Source: an optimization exercise on an open RTL-to-GDS flow (aim: small area, a short achievable clock period and few clock cycles). Production flows keep margins and buffers that such runs may drop.
Only simulation tests tie the RTL to the original design; equivalence was not proved.
No activity file was given, so power comes from the tool's default toggle rates.

==> inputs of yarrow <==
==> flow/design.v <==
module ma_filter #(
  parameter integer NST = 10,
  parameter [15:0]  R4  = 16'b0000_0010_1010_1010,
  parameter [15:0]  CUT = 16'b0000_0010_1010_1010
) (
  input  wire         clk,
  input  wire         rst,         
  input  wire         cmd_valid,
  output wire         cmd_ready,
  input  wire         cmd_push,    
  input  wire [7:0]   cmd_n,       
  input  wire [31:0]  ts_in,       
  input  wire [127:0] in_data,     
  output reg          done,
  output reg  [1:0]   err,         
  output reg  [31:0]  ts_out,
  output reg  [127:0] out,         
  output wire [255:0] num,         
  output reg  [39:0]  den,         
  output reg  [13:0]  stat         
);
  localparam [1:0] E_OK = 2'd0, E_BAD_WINDOW = 2'd1, E_NOT_CONFIGURED = 2'd2;
  integer c, s;
  reg         rdy_r;
  reg         v0;
  reg         push0;
  reg         nok0;
  reg [3:0]   n0;
  reg [31:0]  ts0;
  reg [127:0] x0;
  reg [7:0]   xe0;                 
  assign cmd_ready = rdy_r;
  always @(posedge clk) begin
    rdy_r <= !rst;
    v0    <= cmd_valid && rdy_r && !rst;
    push0 <= cmd_push;
    nok0  <= (cmd_n[7:4] == 4'd0) && cmd_n[0] && (cmd_n[3:1] != 3'd0);
    n0    <= cmd_n[3:0];
    ts0   <= ts_in;
    x0    <= in_data;
    for (c = 0; c < 8; c = c + 1)
      xe0[c] <= !(in_data[16*c+15] && (in_data[16*c +: 15] == 15'd0));
  end
  reg [3:0]   n_r;
  reg         cfg;                 
  reg [3:0]   seen_r;
  reg [3:0]   widx_r;
  reg         tsv_r;
  reg         stp;                 
  reg [6:0]   jsel;                
  reg [127:0] hist [0:12];
  reg [15:0]  ov [0:7];
  reg [7:0]   oe;
  reg [31:0]  tsh  [0:6];          
  wire       sh      = v0 && push0;    
  wire       do_push = v0 && push0 && cfg;
  wire       do_init = v0 && !push0 && nok0;
  wire       do_zero = v0 && (!cfg || (!push0 && nok0));
  wire [3:0] half_n  = n_r >> 1;   
  wire [3:0] seen_nx = (seen_r == n_r) ? n_r : seen_r + 4'd1;
  wire       tsv_nx  = (seen_nx > half_n);
  wire       stp_nx  = ({1'b0, seen_nx} + 5'd1 >= {1'b0, n_r});
  wire [3:0] widx_nx = (widx_r == n_r - 4'd1) ? 4'd0 : widx_r + 4'd1;
  reg [127:0] nxo;
  reg [31:0]  tsmid;
  always @(*) begin
    nxo   = 128'd0;
    tsmid = 32'd0;
    for (s = 0; s < 7; s = s + 1) begin
      nxo   = nxo   | (hist[2*s] & {128{jsel[s]}});
      tsmid = tsmid | (tsh[s] & {32{jsel[s]}});
    end
  end
  reg [16:0] dlt [0:7];
  reg [1:0]  dct [0:7];
  reg [15:0] xa, xb;
  reg        eb;
  reg [15:0] xn;
  reg        en;
  integer    k;
  always @(*) begin
    for (c = 0; c < 8; c = c + 1) begin
      xa = x0[16*c +: 16];
      xa[15] = xa[15] && xe0[c];
      xb = ov[c];
      dlt[c] = {xa[15], xa} - {xb[15], xb};
      dct[c] = {1'b0, xe0[c]} - {1'b0, oe[c]};
    end
  end
  reg         v1, p1, z1, st1;
  reg [1:0]   err1;
  reg [13:0]  stat1;
  reg [31:0]  ts1;
  reg [16:0]  d1  [0:7];
  reg [1:0]   dc1 [0:7];
  always @(posedge clk) begin
    if (sh) begin
      hist[0] <= x0;
      for (s = 1; s < 13; s = s + 1) hist[s] <= hist[s-1];
      tsh[0] <= ts0;
      for (s = 1; s < 7; s = s + 1) tsh[s] <= tsh[s-1];
    end
    if (do_push) begin
      for (k = 0; k < 8; k = k + 1) begin
        xn = nxo[16*k +: 16];
        en = !(xn[15] && (xn[14:0] == 15'd0)) && stp_nx;
        xn[15] = xn[15] && en;
        ov[k] <= xn & {16{stp_nx}};
        oe[k] <= en;
      end
    end else if (do_init) begin
      for (k = 0; k < 8; k = k + 1) ov[k] <= 16'd0;
      oe <= 8'd0;
    end
    for (c = 0; c < 8; c = c + 1) begin
      d1[c]  <= dlt[c];
      dc1[c] <= dct[c];
    end
    st1 <= stp;
    p1  <= do_push;
    z1  <= do_zero;
    if (do_push)
      ts1 <= tsv_nx ? tsmid : 32'd0;
    else if (do_zero)
      ts1 <= 32'd0;
    if (rst) begin
      v1     <= 1'b0;
      n_r    <= 4'd0;
      cfg    <= 1'b0;
      seen_r <= 4'd0;
      widx_r <= 4'd0;
      tsv_r  <= 1'b0;
      stp    <= 1'b0;
      stat1  <= 14'd0;
    end else begin
      v1 <= v0;
      err1 <= (v0 && !push0 && !nok0) ? E_BAD_WINDOW :
              (v0 && push0 && !cfg)   ? E_NOT_CONFIGURED : E_OK;
      if (do_init) begin
        n_r    <= n0;
        cfg    <= 1'b1;
        seen_r <= 4'd0;
        widx_r <= 4'd0;
        tsv_r  <= 1'b0;
        stp    <= 1'b0;
        for (s = 0; s < 7; s = s + 1) jsel[s] <= (n0 == 2*s + 3);
        stat1  <= {6'd0, 4'd0, n0};
      end else if (do_push) begin
        seen_r <= seen_nx;
        widx_r <= widx_nx;
        tsv_r  <= tsv_nx;
        stp    <= stp_nx;
        stat1  <= {stp, tsv_nx, seen_nx, widx_nx, n_r};
      end else begin
        stat1  <= {cfg && (seen_r == n_r), tsv_r, seen_r, widx_r, n_r};
      end
    end
  end
  reg        [20:0] usum [0:7];
  reg        [4:0]  ucnt [0:7];
  reg        [20:0] num2 [0:7];
  reg        [4:0]  den2 [0:7];
  reg         v2;
  reg [1:0]   err2;
  reg [13:0]  stat2;
  reg [31:0]  ts2;
  reg [20:0] dd, s1x, s2x;
  reg [4:0]  ee, c1x, c2x;
  always @(posedge clk) begin
    for (c = 0; c < 8; c = c + 1) begin
      dd  = {{4{d1[c][16]}}, d1[c]};
      ee  = {{3{dc1[c][1]}}, dc1[c]};
      s1x = usum[c] + dd;
      s2x = usum[c] + {dd[19:0], 1'b0};
      c1x = ucnt[c] + ee;
      c2x = ucnt[c] + {ee[3:0], 1'b0};
      if (z1) begin
        usum[c] <= 21'd0;
        ucnt[c] <= 5'd0;
        num2[c] <= 21'd0;
        den2[c] <= 5'd0;
      end else if (p1) begin
        usum[c] <= s2x;
        ucnt[c] <= c2x;
        num2[c] <= st1 ? s1x : s2x;
        den2[c] <= st1 ? c1x : c2x;
      end
    end
    err2  <= err1;
    stat2 <= stat1;
    ts2   <= ts1;
    if (rst) v2 <= 1'b0;
    else     v2 <= v1;
  end
  localparam integer SB = 1 + 2 + 14 + 32;         
  localparam integer LB = 21 + 5 + 7 + 5 + 15;     
  function integer lowbit(input integer i);
    integer k, b;
    begin
      b = 15;
      for (k = 0; k <= i; k = k + 1) b = b - (R4[k] ? 2 : 1);
      lowbit = b;
    end
  endfunction
  wire [SB-1:0] sb_w [0:NST];
  wire [LB-1:0] ln_w [0:NST][0:7];
  assign sb_w[0] = {v2, err2, stat2, ts2};
  genvar gi, gc;
  generate
    for (gc = 0; gc < 8; gc = gc + 1) begin : g_in
      wire [20:0] nm = num2[gc];
      wire [4:0]  dn = den2[gc];
      wire [6:0]  d3 = {2'b0, dn} + {1'b0, dn, 1'b0};
      assign ln_w[0][gc] = {nm, dn, d3, nm[19:15] ^ {5{nm[20]}}, 15'd0};
    end
    for (gi = 0; gi < NST; gi = gi + 1) begin : g_step
      localparam integer B = lowbit(gi);
      wire [SB-1:0] sb_n = sb_w[gi];
      wire [LB-1:0] ln_n [0:7];
      for (gc = 0; gc < 8; gc = gc + 1) begin : g_lane
        wire [20:0] nm = ln_w[gi][gc][52:32];
        wire [4:0]  dn = ln_w[gi][gc][31:27];
        wire [6:0]  d3 = ln_w[gi][gc][26:20];
        wire [4:0]  rr = ln_w[gi][gc][19:15];
        wire [14:0] qq = ln_w[gi][gc][14:0];
        wire [4:0]  rn;
        wire [14:0] qn;
        if (!R4[gi]) begin : g_r2
          wire [5:0] r6 = {rr, nm[B] ^ nm[20]};
          wire [6:0] t  = {1'b0, r6} - {2'b0, dn};
          wire       qb = !t[6];
          assign rn = qb ? t[4:0] : r6[4:0];
          assign qn = qq | ({14'd0, qb} << B);
        end else begin : g_r4
          wire [6:0] r7 = {rr, nm[B+1] ^ nm[20], nm[B] ^ nm[20]};
          wire [7:0] u1 = {1'b0, r7} - {3'b0, dn};
          wire [7:0] u2 = {1'b0, r7} - {2'b0, dn, 1'b0};
          wire [7:0] u3 = {1'b0, r7} - {1'b0, d3};
          wire c1 = !u1[7], c2 = !u2[7], c3 = !u3[7];
          assign rn = c3 ? u3[4:0] : c2 ? u2[4:0] : c1 ? u1[4:0] : r7[4:0];
          assign qn = qq | ({13'd0, c2, c3 | (c1 & !c2)} << B);
        end
        assign ln_n[gc] = {nm, dn, d3, rn, qn};
      end
      if (CUT[gi]) begin : g_reg
        reg [SB-1:0] sb_q;
        reg [LB-1:0] ln_q [0:7];
        always @(posedge clk) begin
          sb_q <= sb_n;
          if (rst) sb_q[SB-1] <= 1'b0;
          for (c = 0; c < 8; c = c + 1) ln_q[c] <= ln_n[c];
        end
        assign sb_w[gi+1] = sb_q;
        for (gc = 0; gc < 8; gc = gc + 1) begin : g_o
          assign ln_w[gi+1][gc] = ln_q[gc];
        end
      end else begin : g_wire
        assign sb_w[gi+1] = sb_n;
        for (gc = 0; gc < 8; gc = gc + 1) begin : g_o
          assign ln_w[gi+1][gc] = ln_n[gc];
        end
      end
    end
  endgenerate
  reg [20:0] num_r [0:7];
  reg [20:0] fnm;
  reg [4:0]  fdn, frr, fthr;
  reg [14:0] fq;
  reg [13:0] fhi, fadj;
  reg [1:0]  flo;
  reg        fs, finc, fcb;
  generate
    for (gc = 0; gc < 8; gc = gc + 1) begin : g_num
      assign num[32*gc +: 32] = {{11{num_r[gc][20]}}, num_r[gc]};
    end
  endgenerate
  always @(posedge clk) begin
    for (c = 0; c < 8; c = c + 1) begin
      fnm  = ln_w[NST][c][52:32];
      fdn  = ln_w[NST][c][31:27];
      frr  = ln_w[NST][c][19:15];
      fq   = ln_w[NST][c][14:0];
      fs   = fnm[20];
      fthr = {1'b0, fdn[4:1]} + {4'd0, fdn[0]} - {4'd0, fs};
      finc = (frr >= fthr);
      fhi  = {1'b0, fq[14:2]};
      fadj = (fhi ^ {14{fs}}) + 14'd1;             
      flo  = fq[1:0];
      fcb  = fs ? (!finc && flo == 2'd0) : (finc && flo == 2'd3);
      num_r[c]       <= fnm;
      den[5*c +: 5]  <= fdn;
      out[16*c +: 16] <= (fdn == 5'd0) ? 16'h8000 :
                         {(fcb ? fadj : fhi ^ {14{fs}}),
                          (fs ? ~(flo - {1'b0, !finc}) : flo + {1'b0, finc})};
    end
    {err, stat, ts_out} <= sb_w[NST][SB-2:0];
    if (rst) done <= 1'b0;
    else     done <= sb_w[NST][SB-1];
  end
endmodule
==> flow/run.sh <==
#!/bin/bash
# synth_recipe.tcl (not shown) runs the flow's synth.tcl, then flattens the netlist and writes it again
# the make line also repeats each setting of config.mk as NAME=value (left out here)
make -C /OpenROAD-flow-scripts/flow DESIGN_CONFIG=/design/flow/config.mk WORK_HOME=/design/flow/orfs CLKGATE_MAP_FILE= SYNTH_SCRIPT=/design/flow/synth_recipe.tcl finish
==> flow/config.mk <==
export PLATFORM = sky130hd
export DESIGN_NAME = ma_filter
export DESIGN_NICKNAME = ma_filter
export VERILOG_FILES = /design/flow/design.v
export SDC_FILE = /design/flow/constraint.sdc
export NUM_CORES = 4
export LEC_CHECK = 0
export CAP_MARGIN = 20
export CORE_MARGIN = 2
export CORE_UTILIZATION = 40
export SETUP_SLACK_MARGIN = 4.5
export SLEW_MARGIN = 20
==> flow/constraint.sdc <==
create_clock -name core_clock -period 8.0 [get_ports {clk}]
set_input_delay 1.6000 -clock core_clock [delete_from_list [all_inputs] [get_ports {clk}]]
set_output_delay 1.6000 -clock core_clock [all_outputs]
set_load 0.01 [all_outputs]
==> inputs of fjord, as changes to yarrow <==
--- a/flow/design.v
+++ b/flow/design.v
@@ -23,23 +23,16 @@
   integer c, s;
   reg         rdy_r;
-  reg         v0;
-  reg         push0;
-  reg         nok0;
-  reg [3:0]   n0;
-  reg [31:0]  ts0;
-  reg [127:0] x0;
-  reg [7:0]   xe0;                 
   assign cmd_ready = rdy_r;
-  always @(posedge clk) begin
-    rdy_r <= !rst;
-    v0    <= cmd_valid && rdy_r && !rst;
-    push0 <= cmd_push;
-    nok0  <= (cmd_n[7:4] == 4'd0) && cmd_n[0] && (cmd_n[3:1] != 3'd0);
-    n0    <= cmd_n[3:0];
-    ts0   <= ts_in;
-    x0    <= in_data;
+  always @(posedge clk) rdy_r <= !rst;
+  wire         v0    = cmd_valid && rdy_r && !rst;
+  wire         push0 = cmd_push;
+  wire         nok0  = (cmd_n[7:4] == 4'd0) && cmd_n[0] && (cmd_n[3:1] != 3'd0);
+  wire [3:0]   n0    = cmd_n[3:0];
+  wire [31:0]  ts0   = ts_in;
+  wire [127:0] x0    = in_data;
+  reg  [7:0]   xe0;                 
+  always @(*)
     for (c = 0; c < 8; c = c + 1)
-      xe0[c] <= !(in_data[16*c+15] && (in_data[16*c +: 15] == 15'd0));
-  end
+      xe0[c] = !(in_data[16*c+15] && (in_data[16*c +: 15] == 15'd0));
   reg [3:0]   n_r;
   reg         cfg;                 
@@ -194,5 +187,5 @@
   end
   localparam integer SB = 1 + 2 + 14 + 32;         
-  localparam integer LB = 21 + 5 + 7 + 5 + 15;     
+  localparam integer LB = 21 + 5 + 5 + 15;         
   function integer lowbit(input integer i);
     integer k, b;
@@ -205,4 +198,5 @@
   wire [SB-1:0] sb_w [0:NST];
   wire [LB-1:0] ln_w [0:NST][0:7];
+  wire [3:0]    thr_w [0:7];        
   assign sb_w[0] = {v2, err2, stat2, ts2};
   genvar gi, gc;
@@ -211,6 +205,6 @@
       wire [20:0] nm = num2[gc];
       wire [4:0]  dn = den2[gc];
-      wire [6:0]  d3 = {2'b0, dn} + {1'b0, dn, 1'b0};
-      assign ln_w[0][gc] = {nm, dn, d3, nm[19:15] ^ {5{nm[20]}}, 15'd0};
+      wire [19:0] ap = nm[19:0] ^ {20{nm[20]}};
+      assign ln_w[0][gc] = {nm[20], ap, dn, ap[19:15], 15'd0};
     end
     for (gi = 0; gi < NST; gi = gi + 1) begin : g_step
@@ -219,7 +213,6 @@
       wire [LB-1:0] ln_n [0:7];
       for (gc = 0; gc < 8; gc = gc + 1) begin : g_lane
-        wire [20:0] nm = ln_w[gi][gc][52:32];
-        wire [4:0]  dn = ln_w[gi][gc][31:27];
-        wire [6:0]  d3 = ln_w[gi][gc][26:20];
+        wire [20:0] nm = ln_w[gi][gc][45:25];    
+        wire [4:0]  dn = ln_w[gi][gc][24:20];
         wire [4:0]  rr = ln_w[gi][gc][19:15];
         wire [14:0] qq = ln_w[gi][gc][14:0];
@@ -227,5 +220,5 @@
         wire [14:0] qn;
         if (!R4[gi]) begin : g_r2
-          wire [5:0] r6 = {rr, nm[B] ^ nm[20]};
+          wire [5:0] r6 = {rr, nm[B]};
           wire [6:0] t  = {1'b0, r6} - {2'b0, dn};
           wire       qb = !t[6];
@@ -233,5 +226,6 @@
           assign qn = qq | ({14'd0, qb} << B);
         end else begin : g_r4
-          wire [6:0] r7 = {rr, nm[B+1] ^ nm[20], nm[B] ^ nm[20]};
+          wire [6:0] d3 = {2'b0, dn} + {1'b0, dn, 1'b0};
+          wire [6:0] r7 = {rr, nm[B+1], nm[B]};
           wire [7:0] u1 = {1'b0, r7} - {3'b0, dn};
           wire [7:0] u2 = {1'b0, r7} - {2'b0, dn, 1'b0};
@@ -241,5 +235,5 @@
           assign qn = qq | ({13'd0, c2, c3 | (c1 & !c2)} << B);
         end
-        assign ln_n[gc] = {nm, dn, d3, rn, qn};
+        assign ln_n[gc] = {nm, dn, rn, qn};
       end
       if (CUT[gi]) begin : g_reg
@@ -263,4 +257,18 @@
     end
   endgenerate
+  generate
+    for (gc = 0; gc < 8; gc = gc + 1) begin : g_thr
+      wire [20:0] nm = ln_w[NST-1][gc][45:25];
+      wire [4:0]  dn = ln_w[NST-1][gc][24:20];
+      wire [3:0]  th = dn[4:1] + {3'd0, dn[0]} - {3'd0, nm[20]};
+      if (CUT[NST-1]) begin : g_r
+        reg [3:0] th_q;
+        always @(posedge clk) th_q <= th;
+        assign thr_w[gc] = th_q;
+      end else begin : g_w
+        assign thr_w[gc] = th;
+      end
+    end
+  endgenerate
   reg [20:0] num_r [0:7];
   reg [20:0] fnm;
@@ -277,10 +285,10 @@
   always @(posedge clk) begin
     for (c = 0; c < 8; c = c + 1) begin
-      fnm  = ln_w[NST][c][52:32];
-      fdn  = ln_w[NST][c][31:27];
+      fnm  = ln_w[NST][c][45:25];
+      fdn  = ln_w[NST][c][24:20];
       frr  = ln_w[NST][c][19:15];
       fq   = ln_w[NST][c][14:0];
       fs   = fnm[20];
-      fthr = {1'b0, fdn[4:1]} + {4'd0, fdn[0]} - {4'd0, fs};
+      fthr = {1'b0, thr_w[c]};
       finc = (frr >= fthr);
       fhi  = {1'b0, fq[14:2]};
@@ -288,5 +296,5 @@
       flo  = fq[1:0];
       fcb  = fs ? (!finc && flo == 2'd0) : (finc && flo == 2'd3);
-      num_r[c]       <= fnm;
+      num_r[c]       <= {fs, fnm[19:0] ^ {20{fs}}};
       den[5*c +: 5]  <= fdn;
       out[16*c +: 16] <= (fdn == 5'd0) ? 16'h8000 :
Settings changed: CORE_UTILIZATION 40 to 65, CTS_CLUSTER_DIAMETER set to 60, CTS_CLUSTER_SIZE set to 34, SETUP_SLACK_MARGIN 4.5 to 4.3.
==> inputs of quartz, as changes to yarrow <==
--- a/flow/design.v
+++ b/flow/design.v
@@ -1,6 +1,6 @@
 module ma_filter #(
-  parameter integer NST = 10,
-  parameter [15:0]  R4  = 16'b0000_0010_1010_1010,
-  parameter [15:0]  CUT = 16'b0000_0010_1010_1010
+  parameter integer NST = 9,
+  parameter [15:0]  R4  = 16'b0000_0001_0101_0101,
+  parameter [15:0]  CUT = 16'b0000_0001_0101_0101
 ) (
   input  wire         clk,
@@ -23,28 +23,20 @@
   integer c, s;
   reg         rdy_r;
-  reg         v0;
-  reg         push0;
-  reg         nok0;
-  reg [3:0]   n0;
-  reg [31:0]  ts0;
-  reg [127:0] x0;
-  reg [7:0]   xe0;                 
   assign cmd_ready = rdy_r;
-  always @(posedge clk) begin
-    rdy_r <= !rst;
-    v0    <= cmd_valid && rdy_r && !rst;
-    push0 <= cmd_push;
-    nok0  <= (cmd_n[7:4] == 4'd0) && cmd_n[0] && (cmd_n[3:1] != 3'd0);
-    n0    <= cmd_n[3:0];
-    ts0   <= ts_in;
-    x0    <= in_data;
+  always @(posedge clk) rdy_r <= !rst;
+  wire         v0    = cmd_valid && rdy_r && !rst;
+  wire         push0 = cmd_push;
+  wire         nok0  = (cmd_n[7:4] == 4'd0) && cmd_n[0] && (cmd_n[3:1] != 3'd0);
+  wire [3:0]   n0    = cmd_n[3:0];
+  wire [31:0]  ts0   = ts_in;
+  wire [127:0] x0    = in_data;
+  reg  [7:0]   xe0;                 
+  always @(*)
     for (c = 0; c < 8; c = c + 1)
-      xe0[c] <= !(in_data[16*c+15] && (in_data[16*c +: 15] == 15'd0));
-  end
+      xe0[c] = !(in_data[16*c+15] && (in_data[16*c +: 15] == 15'd0));
   reg [3:0]   n_r;
   reg         cfg;                 
   reg [3:0]   seen_r;
   reg [3:0]   widx_r;
-  reg         tsv_r;
   reg         stp;                 
   reg [6:0]   jsel;                
@@ -75,5 +67,4 @@
   reg [1:0]  dct [0:7];
   reg [15:0] xa, xb;
-  reg        eb;
   reg [15:0] xn;
   reg        en;
@@ -90,5 +81,5 @@
   reg         v1, p1, z1, st1;
   reg [1:0]   err1;
-  reg [13:0]  stat1;
+  reg [11:0]  stat1;               
   reg [31:0]  ts1;
   reg [16:0]  d1  [0:7];
@@ -130,7 +121,6 @@
       seen_r <= 4'd0;
       widx_r <= 4'd0;
-      tsv_r  <= 1'b0;
       stp    <= 1'b0;
-      stat1  <= 14'd0;
+      stat1  <= 12'd0;
     end else begin
       v1 <= v0;
@@ -142,16 +132,14 @@
         seen_r <= 4'd0;
         widx_r <= 4'd0;
-        tsv_r  <= 1'b0;
         stp    <= 1'b0;
         for (s = 0; s < 7; s = s + 1) jsel[s] <= (n0 == 2*s + 3);
-        stat1  <= {6'd0, 4'd0, n0};
+        stat1  <= {4'd0, 4'd0, n0};
       end else if (do_push) begin
         seen_r <= seen_nx;
         widx_r <= widx_nx;
-        tsv_r  <= tsv_nx;
         stp    <= stp_nx;
-        stat1  <= {stp, tsv_nx, seen_nx, widx_nx, n_r};
+        stat1  <= {seen_nx, widx_nx, n_r};
       end else begin
-        stat1  <= {cfg && (seen_r == n_r), tsv_r, seen_r, widx_r, n_r};
+        stat1  <= {seen_r, widx_r, n_r};
       end
     end
@@ -163,5 +151,5 @@
   reg         v2;
   reg [1:0]   err2;
-  reg [13:0]  stat2;
+  reg [11:0]  stat2;
   reg [31:0]  ts2;
   reg [20:0] dd, s1x, s2x;
@@ -193,6 +181,6 @@
     else     v2 <= v1;
   end
-  localparam integer SB = 1 + 2 + 14 + 32;         
-  localparam integer LB = 21 + 5 + 7 + 5 + 15;     
+  localparam integer SB = 1 + 2 + 12 + 32;         
+  localparam integer LB = 21 + 5 + 5 + 15;         
   function integer lowbit(input integer i);
     integer k, b;
@@ -205,4 +193,6 @@
   wire [SB-1:0] sb_w [0:NST];
   wire [LB-1:0] ln_w [0:NST][0:7];
+  wire [3:0]    thr_w [0:7];        
+  wire [5:0]    dthr_w [0:7];       
   assign sb_w[0] = {v2, err2, stat2, ts2};
   genvar gi, gc;
@@ -211,6 +201,6 @@
       wire [20:0] nm = num2[gc];
       wire [4:0]  dn = den2[gc];
-      wire [6:0]  d3 = {2'b0, dn} + {1'b0, dn, 1'b0};
-      assign ln_w[0][gc] = {nm, dn, d3, nm[19:15] ^ {5{nm[20]}}, 15'd0};
+      wire [19:0] ap = nm[19:0] ^ {20{nm[20]}};
+      assign ln_w[0][gc] = {nm[20], ap, dn, ap[19:15], 15'd0};
     end
     for (gi = 0; gi < NST; gi = gi + 1) begin : g_step
@@ -219,7 +209,6 @@
       wire [LB-1:0] ln_n [0:7];
       for (gc = 0; gc < 8; gc = gc + 1) begin : g_lane
-        wire [20:0] nm = ln_w[gi][gc][52:32];
-        wire [4:0]  dn = ln_w[gi][gc][31:27];
-        wire [6:0]  d3 = ln_w[gi][gc][26:20];
+        wire [20:0] nm = ln_w[gi][gc][45:25];    
+        wire [4:0]  dn = ln_w[gi][gc][24:20];
         wire [4:0]  rr = ln_w[gi][gc][19:15];
         wire [14:0] qq = ln_w[gi][gc][14:0];
@@ -227,5 +216,5 @@
         wire [14:0] qn;
         if (!R4[gi]) begin : g_r2
-          wire [5:0] r6 = {rr, nm[B] ^ nm[20]};
+          wire [5:0] r6 = {rr, nm[B]};
           wire [6:0] t  = {1'b0, r6} - {2'b0, dn};
           wire       qb = !t[6];
@@ -233,5 +222,6 @@
           assign qn = qq | ({14'd0, qb} << B);
         end else begin : g_r4
-          wire [6:0] r7 = {rr, nm[B+1] ^ nm[20], nm[B] ^ nm[20]};
+          wire [6:0] d3 = {2'b0, dn} + {1'b0, dn, 1'b0};
+          wire [6:0] r7 = {rr, nm[B+1], nm[B]};
           wire [7:0] u1 = {1'b0, r7} - {3'b0, dn};
           wire [7:0] u2 = {1'b0, r7} - {2'b0, dn, 1'b0};
@@ -241,5 +231,5 @@
           assign qn = qq | ({13'd0, c2, c3 | (c1 & !c2)} << B);
         end
-        assign ln_n[gc] = {nm, dn, d3, rn, qn};
+        assign ln_n[gc] = {nm, dn, rn, qn};
       end
       if (CUT[gi]) begin : g_reg
@@ -263,7 +253,28 @@
     end
   endgenerate
+  generate
+    for (gc = 0; gc < 8; gc = gc + 1) begin : g_thr
+      wire [20:0] nm = ln_w[NST-1][gc][45:25];
+      wire [4:0]  dn = ln_w[NST-1][gc][24:20];
+      wire [3:0]  th = dn[4:1] + {3'd0, dn[0]} - {3'd0, nm[20]};
+      wire [5:0]  dt = {1'b0, dn} + {2'b0, th};
+      if (CUT[NST-1]) begin : g_r
+        reg [3:0] th_q;
+        reg [5:0] dt_q;
+        always @(posedge clk) begin
+          th_q <= th;
+          dt_q <= dt;
+        end
+        assign thr_w[gc] = th_q;
+        assign dthr_w[gc] = dt_q;
+      end else begin : g_w
+        assign thr_w[gc] = th;
+        assign dthr_w[gc] = dt;
+      end
+    end
+  endgenerate
   reg [20:0] num_r [0:7];
   reg [20:0] fnm;
-  reg [4:0]  fdn, frr, fthr;
+  reg [4:0]  fdn, frr;
   reg [14:0] fq;
   reg [13:0] fhi, fadj;
@@ -275,18 +286,22 @@
     end
   endgenerate
+  reg [5:0]  fr6;
+  reg [11:0] fst;
+  reg        fqb;
   always @(posedge clk) begin
     for (c = 0; c < 8; c = c + 1) begin
-      fnm  = ln_w[NST][c][52:32];
-      fdn  = ln_w[NST][c][31:27];
+      fnm  = ln_w[NST][c][45:25];
+      fdn  = ln_w[NST][c][24:20];
       frr  = ln_w[NST][c][19:15];
       fq   = ln_w[NST][c][14:0];
       fs   = fnm[20];
-      fthr = {1'b0, fdn[4:1]} + {4'd0, fdn[0]} - {4'd0, fs};
-      finc = (frr >= fthr);
+      fr6  = {frr, fnm[0]};
+      fqb  = (fr6 >= {1'b0, fdn});
+      finc = fqb ? (fr6 >= dthr_w[c]) : (fr6 >= {2'b0, thr_w[c]});
       fhi  = {1'b0, fq[14:2]};
       fadj = (fhi ^ {14{fs}}) + 14'd1;             
-      flo  = fq[1:0];
+      flo  = {fq[1], fqb};
       fcb  = fs ? (!finc && flo == 2'd0) : (finc && flo == 2'd3);
-      num_r[c]       <= fnm;
+      num_r[c]       <= {fs, fnm[19:0] ^ {20{fs}}};
       den[5*c +: 5]  <= fdn;
       out[16*c +: 16] <= (fdn == 5'd0) ? 16'h8000 :
@@ -294,5 +309,9 @@
                           (fs ? ~(flo - {1'b0, !finc}) : flo + {1'b0, finc})};
     end
-    {err, stat, ts_out} <= sb_w[NST][SB-2:0];
+    fst    = sb_w[NST][SB-4:32];
+    err    <= sb_w[NST][SB-2:SB-3];
+    ts_out <= sb_w[NST][31:0];
+    stat   <= {(fst[3:0] != 4'd0) && (fst[11:8] == fst[3:0]),
+               fst[11:8] > {1'b0, fst[3:1]}, fst};
     if (rst) done <= 1'b0;
     else     done <= sb_w[NST][SB-1];
Settings changed: CORE_UTILIZATION 40 to 65, CTS_CLUSTER_DIAMETER set to 60, CTS_CLUSTER_SIZE set to 30, SETUP_SLACK_MARGIN 4.5 to 4.4.
==> qor summary <==
| metric | yarrow | quartz | fjord |
|---|---|---|---|
| First-pass GRT wire length | 774000 um | 700000 um | 711000 um |
| Vias | 132000 | 130000 | 132000 |
| Post-synthesis to final-layout area growth | 24.0% | 15.7% | 16.7% |
| Final Routed Wirelength | 518000 um | 466000 um | 474000 um |
| Inserted Clock Buffers | 558 | 307 | 307 |
| Number of placed instances with taps included | 23800 | 21500 | 21400 |
| Clock network share of area | 7.30% | 4.85% | 4.98% |
| Depth of the worst register-to-register path | 17 | 19 | 17 |
| Period minus WS final | 3.79 ns | 3.83 ns | 4.04 ns |
| FF-to-FF setup slack | 4.21 ns | 4.17 ns | 3.96 ns |
| Share of cells above drive strength 1 | 18.7% | 12.7% | 14.0% |
| Area taken by multi-input logic gates | 83400 sq um | 85200 sq um | 85500 sq um |
| Worst hold slack across all endpoints | 0.261 ns | 0.307 ns | 0.295 ns |
| Area of the die | 528000 sq um | 324000 sq um | 324000 sq um |
| Non-CTS inverters | 1172 | 1338 | 1381 |
| Status | finished clean | finished clean | finished clean |
| Crit path capture | g_step[7].g_reg.ln_q[4][19] | g_step[6].g_reg.ln_q[1][19] | g_step[1].g_reg.ln_q[5][17] |
| Resized cells post-CTS | 2131 | 629 | 761 |
| Hold Startpoint | g_step[3].g_reg.ln_q[2][36] | g_step[0].g_reg.ln_q[3][38] | g_step[7].g_reg.ln_q[3][11] |
| Total number of multi-input combinational cells | 9716 | 10300 | 10200 |
| Power drawn by the combinational cells | 7.06 mW | 13.6 mW | 9.23 mW |
| Starting DRC count in detailed routing | 9777 | 11800 | 12700 |
| Routability congestion estimate from global placement | 0.867 | 0.895 | 0.899 |
Testbench counts of yarrow, summed over its fixed seeds: cycles 2,520.
Testbench counts of fjord, summed over its fixed seeds: cycles 2,512.
Testbench counts of quartz, summed over its fixed seeds: cycles 2,512.

==> separate check: timing with driven ports <==
Ports are ideal in the flow. The routed layouts listed here were re-timed in OpenROAD. Step 1, drivers: a clkbuf_16 drives clk and a buf_2 each remaining input, both assumed. Step 2 adds t to the input delays and takes it off the output delays; t is the mean of the earliest and latest rising clock arrival at the registers after step 1. Input paths then give back, and output paths get back, about the clock's delay inside the block. Slacks: no drivers / after step 1 / after step 2; pairs: no drivers / after step 1.
| run | shift t [ns] | setup slack, ns | hold WS [ns] | worst register clock-pin slew, ns | worst data-port slew with drivers (ns) |
|---|---|---|---|---|---|
| yarrow | 1.168 | 4.207 / 4.207 / 4.207 | 0.261 / 0.261 / 0.261 | 0.07 / 0.07 | 0.15 |
| fjord | 1.047 | 3.962 / 3.962 / 3.331 | 0.295 / 0.295 / 0.295 | 0.12 / 0.12 | 0.23 |
| quartz | 1.044 | 4.172 / 4.172 / 3.301 | 0.307 / 0.307 / 0.307 | 0.11 / 0.11 | 0.29 |
After both steps setup and hold are still met in every run listed. For quartz, which loses most, drivers alone change the setup slack by 0.000 ns; drivers and shift together by -0.871 ns.
